Source: an optimization exercise on an open RTL-to-GDS flow (aim: small area, a short achievable clock period and few clock cycles per item). Production flows keep margins and buffers that such runs may drop.
In this exercise RTL edits were held to simulation tests only and were not proved equivalent to the original.
Power figures rest on the tool's default switching activity, not on a simulated workload.

## flow/design.v (module list and top-level ports; edited modules follow where they fit)
// module fir_mac_rhe: 1969 lines
module fir_mac_rhe (
    input  wire        clk,
    input  wire        rst,         
    input  wire        in_valid,
    output wire        in_ready,
    input  wire [31:0] in_coef,
    input  wire [31:0] in_sample,
    input  wire        in_last,
    input  wire [5:0]  in_shift,
    output reg         out_valid,
    output reg  [31:0] out_data
);
  // ...
==> flow/flow/run.sh <==
#!/bin/bash
# Own layout flow: the standard flow (standard synthesis, floorplan,
# placement, CTS, routing) with a tighter setup repair target, so the
# resizer works toward a shorter clock period than the constraint's.
# Each tool's output goes to a log file of its own in this folder.
set -euo pipefail
MARGIN=$(cat flow/margin.txt 2>/dev/null || echo 6)
bash standard.sh synth > synth.log 2>&1
bash standard.sh SETUP_SLACK_MARGIN=$MARGIN floorplan > floorplan.log 2>&1
bash standard.sh SETUP_SLACK_MARGIN=$MARGIN place > place.log 2>&1
bash standard.sh SETUP_SLACK_MARGIN=$MARGIN cts > cts.log 2>&1
bash standard.sh SETUP_SLACK_MARGIN=$MARGIN route > route.log 2>&1
bash standard.sh SETUP_SLACK_MARGIN=$MARGIN finish > finish.log 2>&1
==> flow/flow/margin.txt <==
6
==> flow/standard.sh <==
#!/bin/bash
# synth_recipe.tcl (not shown) runs the flow's synth.tcl, then flattens the netlist and writes it again
# the make line also repeats each setting of config.mk as NAME=value (left out here)
make -C /OpenROAD-flow-scripts/flow DESIGN_CONFIG=/design/flow/config.mk WORK_HOME=/design/flow/orfs CLKGATE_MAP_FILE= SYNTH_SCRIPT=/design/flow/synth_recipe.tcl "${@:-finish}"
==> flow/config.mk <==
export PLATFORM = sky130hd
export DESIGN_NAME = fir_mac_rhe
export DESIGN_NICKNAME = fir_mac_rhe
export VERILOG_FILES = /design/flow/design.v
export SDC_FILE = /design/flow/constraint.sdc
export NUM_CORES = 4
export LEC_CHECK = 0
export ABC_AREA = 1
export CAP_MARGIN = 20
export CORE_MARGIN = 2
export CORE_UTILIZATION = 40
export PLACE_DENSITY = 0.6
export SLEW_MARGIN = 20
==> flow/constraint.sdc <==
create_clock -name core_clock -period 10.0 [get_ports {clk}]
set_input_delay 2.0000 -clock core_clock [delete_from_list [all_inputs] [get_ports {clk}]]
set_output_delay 2.0000 -clock core_clock [all_outputs]
set_load 0.01 [all_outputs]
==> out/results.ini, run 1 <==
[clock_tree]
post_cts_buffers=81
clk_pin_slew_ns=0.06
insertion_delay_ns=0.62
cts_buffer_depth=3
cts_num_sinks=337

[sta]
slew_headroom_pct=33.0
report.final.slew_viol_count=0
period_needed_ns=4.09

[power_and_ir_drop]
pwr-share-comb_pct=69.8
power_frac_clock_pct=12.5
internal_power_mw=6.71

[place]
place_congestion=0.924
io_buffers=106

[final_layout]
nNetsFinal=5541
utilization_pct=49.2
seq_area_mm2=0.00682
fillers=8860
fin_cells=6139
seq_cells=337
synthToLayoutAreaGrowth_pct=21.9
clock_buffers=50

[synth]
ys_warn_count=1
synth.most_common_cell=inv_1
synthTopCellsByArea=fa_1, dfxtp_1, xor2_1
synth_top_area_cell=fa_1
synth_edf_count=0

[global_route]
grt_use_total_pct=27.7
gr-total-overflow=0

[worst_hold_path]
hold_path_depth=0
hold_path.class=register to register
min_to=sh1[5]

[floorplanning]
fp.dieH_um=311
die-area_mm2=0.0967

[outcome]
status=complete, no violations

[drt]
antenna_left=0
top_layer=met5
remaining_drc_errors=0
wl_um=143000

[setup_path]
arrival_ns=4.64
endpoint_kind=register
reg2reg_to=pp_c32[1]
r2r_start=x_r[31]
cp.required_ns=10.55

Testbench counts, summed over its fixed seeds: cycles 26,362, items 26,330.
==> run 2, diff against run 1 <==
==> flow/run.sh (new file) <==
#!/bin/bash
# synth_recipe.tcl (not shown) runs the flow's synth.tcl, then flattens the netlist and writes it again
# the make line also repeats each setting of config.mk as NAME=value (left out here)
make -C /OpenROAD-flow-scripts/flow DESIGN_CONFIG=/design/flow/config.mk WORK_HOME=/design/flow/orfs CLKGATE_MAP_FILE= SYNTH_SCRIPT=/design/flow/synth_recipe.tcl finish
removed: flow/flow/run.sh
removed: flow/flow/margin.txt
removed: flow/standard.sh
==> run 2 against run 1 <==
  * Die area unchanged
  * Sequential power about the same
  * Total power down 4.9%
  * Sequential share of layout area up 1.5 points
  * Utilization down 5.0 points
  * Non-clock buffer count is 202 lower
  * Critical path depth increased by 3
  * Register-to-register slack worse by 1.1 ns
  * Synthesized cell count unchanged
  * Design area fell by 10%
  * Fmax down 22%
  * Worst setup slack worse by 1.1 ns
  * Critical path type unchanged
==> out/results.ini, run 2 <==
[outcome]
status=complete, no violations  ; unchanged

[power_and_ir_drop]
leakage_nw=20.7  ; was 22.7 nW
internal_power_mw=6.38  ; was 6.71 mW
power_density_mw_per_mm2=309  ; was 292 mW/mm2
ir_drop_v=0.000173  ; was 0.000177 V
power.total_mw=12.7  ; was 13.4 mW
pwr-share-comb_pct=67.8  ; was 69.8%
pwr-share-seq_pct=18.5  ; was 17.7%
power_switching_mw=6.37  ; was 6.69 mW
power_frac_clock_pct=13.7  ; was 12.5%
swShare_pct=50.0  ; was 49.9%

[clock_tree]
cts_root_buffer=clkbuf_16  ; unchanged
cts_resized=0  ; was 313
cts_buffers=43  ; was 42
tritoncts=done  ; unchanged
clk_pin_slew_ns=0.06  ; about the same
cts_buffer_depth=3  ; unchanged
htreeDepth=2  ; unchanged
cts_hold_buffers=0  ; unchanged
post_cts_buffers=0  ; was 81
cts_num_sinks=337  ; unchanged
insertion_delay_ns=0.64  ; was 0.62 ns

[setup_path]
cp.required_ns=10.50  ; was 10.55 ns
arrival_ns=5.72  ; was 4.64 ns
endpoint_kind=register  ; unchanged
path_max_fanout=53  ; was 7
start_kind=register  ; unchanged
worstSetupPathType=register to register  ; unchanged

[final_layout]
fin_cells=5935  ; was 6139
final_layout_size_suffix_gt1_share_pct=4.89  ; was 14.2%
final_common_cell=inv_1  ; unchanged
final_cell_mix=inv_1, nand2_1, xor2_1, o22ai_1, fa_1  ; was inv_1, nand2_1, xor2_1, fa_1, o22ai_1
largest_register_ffs=76  ; unchanged
final_area_mm2=0.0413  ; was 0.0459 mm2
nNetsFinal=5339  ; was 5541
diodes=0  ; was 3
utilization_pct=44.2  ; was 49.2%
synthToLayoutAreaGrowth_pct=9.41  ; was 21.9%
largest_register=acc  ; unchanged
reg.largest.list=acc: 76 flops, out_data: 32 flops, x_r: 32 flops  ; unchanged

[sta]
fmax_ghz=0.192  ; was 0.244 GHz
slew_headroom_pct=28.9  ; was 33.0%
fin_setup_tns_ns=0  ; unchanged
clock_skew_ns=0.0350  ; was 0.0349 ns
rsz0062_at_grt=false  ; was true
worst_pin_slew_ns=1.07  ; was 1.00 ns
report.final.slew_viol_count=0  ; unchanged
setup_viol=0  ; unchanged
final-hold-violation-count=0  ; unchanged
min_period_over_period_pct=52.2  ; was 40.9%
period_needed_ns=5.22  ; was 4.09 ns

[synth]
synthMuxAreaShare_pct=0.448  ; unchanged
synthTopCellsByArea=fa_1, dfxtp_1, xor2_1  ; unchanged
ys.flop_type=dfxtp_1  ; unchanged
synth-compound-area-share_pct=10.0  ; unchanged
synth_top_family_by_area=adder cells  ; unchanged
ys_warn_count=1  ; unchanged
syn_area_per_cell_um2=7.98  ; unchanged
yosys-top-cells-count=inv_1, nand2_1, xor2_1  ; unchanged
ys_types=43  ; unchanged
synth_top_area_cell=fa_1  ; unchanged
yosys.area_share.simple_pct=14.6  ; unchanged
synth_top_cell_area_share_pct=26.2  ; unchanged
synth_fa_ha_area_share_pct=30.4  ; unchanged
ys_async_sr_fraction_pct=0  ; unchanged
synth.most_common_cell=inv_1  ; unchanged
ys_ff_latch=337  ; unchanged
synth_edf_count=0  ; unchanged
syn_inst=4723  ; unchanged
synth_area_mm2=0.0377  ; unchanged
synth_xor_area_share_pct=13.5  ; unchanged
syn_nets=5416  ; unchanged
yosysSeqAreaShare_pct=17.9  ; unchanged

[place]
hpwl_um=88300  ; was 88800 um
dpl_cell_area_mm2=0.0396  ; was 0.0397 mm2
io_buffers=106  ; unchanged
dp_cells=5855  ; was 5854
place_congestion=0.953  ; was 0.924

[floorplanning]
coreArea_mm2=0.0933  ; unchanged
fp.dieH_um=311  ; unchanged
die_x_um=311  ; unchanged
die-area_mm2=0.0967  ; unchanged
start_util_pct=40.4  ; unchanged
ioPinCount=108  ; unchanged
fp-row-count=112  ; unchanged

[worst_hold_path]
hold_path.class=register to register  ; unchanged

[global_route]
antenna_found_initial=8  ; was 3
grt_use_total_pct=25.3  ; was 27.7%
gr-total-overflow=0  ; unchanged
grt_pass1_wl_um=189000  ; was 206000 um
grt_max_degree=60  ; unchanged
grt_pass1_vias=31630  ; was 33342

[job]
cap_viol_max_count=0  ; unchanged

[drt]
drt-initial-drc-count=3581  ; was 4373
vias=31783  ; was 34281
via_per_inst=5.36  ; was 5.58
wl_per_cell_um=20.9  ; was 23.3 um
wl_um=124000  ; was 143000 um
dr.pass1.iters=6  ; was 7
remaining_drc_errors=0  ; unchanged
antenna_left=0  ; unchanged

[run 2: cell counts after synthesis]
Identical to the previous run, type by type.
[run 2: path summary, 6_finish.rpt]
check | endpoint | from | slack (ns) | cells past startpoint
max | acc[65] | l2 | 4.78 | 17
min | sh1[1] | sh0[1] | 0.32 | 0
max reg2reg | acc[65] | l2 | 4.78 | 17
min reg2reg | sh1[1] | sh0[1] | 0.32 | 0
[run 2: metrics by stage]
stage / worst slack, ns / hold slack (ns)
floorplan: 5.51 / 0.310
CTS: 4.70 / 0.325
detailed placement: 4.75 / 0.312
global route: 4.33 / 0.335
global placement: 4.82 / 0.311
finish: 4.78 / 0.325
[run 2: layout make-up]
| class | instances | area, um2 |
|---|---|---|
| Inverter | 949 | 3570 |
| Multi-Input combinational cell | 3116 | 26000 |
| Timing Repair Buffer | 199 | 1760 |
| Sequential cell | 337 | 6750 |
| Tap cell | 1254 | 1570 |
| Fill cell | 9445 | 52100 |
| Clock buffer | 53 | 1190 |
| Clock inverter | 27 | 414 |
[run 2: cell families (layout without fill, tap and decap cells)]
kind of cell | count (synthesis) | count (layout)
adders and majority gates | 619 | 619
and+or+nand+nor | 1283 | 1283
other | 1 | 1
muxes | 15 | 15
buffers and inverters | 1270 | 1228
AOI/OAI and AO/OA | 618 | 618
xor gates and xnor gates | 580 | 580
DFF | 337 | 337
[run 2: worst max-delay path, cell delays in order, from the launching register on]
cell and delay [ns]:
dfxtp_1 0.33, nor2_4 0.09, buf_4 0.49, inv_1 0.65
nor2_1 0.32, fa_1 0.46, ha_1 0.35, and3_1 0.21
nand2_1 0.09, nor2_1 0.06, inv_1 0.07, nor2_1 0.05
nand2_1 0.06, nand3_1 0.48, a21oi_1 0.31, nand2_1 0.30
fa_1 0.52, xor2_1 0.16
[run 2: per-layer routing]
metal  vias to the layer above  share of wire [%]  global-route usage (%)  wire (um)
met5                         -              0.047                       0         58
met4                         8                4.8                    10.7       5890
met3                       377                 11                    7.60      13900
met2                      1728                 43                    38.6      53200
met1                     15083                 41                    33.2      50800
li1                      14587                  -                       -          -
[run 2: power groups by stage]
stage / clock network, mW / registers, mW / logic (mW)
after floorplan: 0 / 2.20 / 6.07
after global placement: 0 / 2.39 / 8.35
after detailed placement: 0 / 2.39 / 8.56
after CTS: 1.79 / 2.37 / 8.58
after global routing: 1.85 / 2.40 / 9.94
final: 1.75 / 2.36 / 8.64

==> separate check: timing with driven ports <==
No port has a modelled driver above. Below, the same layouts with a new extraction and two added sets of constraints. Step 1: set_driving_cell puts a clkbuf_16 on clk and a buf_2 on each other input, an assumption about the parent block. Step 2 times the ports against the registers' clock, not the clock port: input delays grow and output delays shrink by t, the midpoint of the rising clock arrivals with the driver on. Three values: ideal, step 1, step 2; two values: the first two.
run	t (ns)	setup WS [ns]	worst hold slack (ns)	worst register clock-pin slew, ns	pins driven straight from the clock port
run 1	0.674	5.907 / 5.907 / 5.907	0.324 / 0.324 / 0.324	0.07 / 0.07	1
run 2	0.691	4.779 / 4.779 / 4.779	0.325 / 0.325 / 0.325	0.07 / 0.07	1
After both steps setup and hold are still met in every run listed.
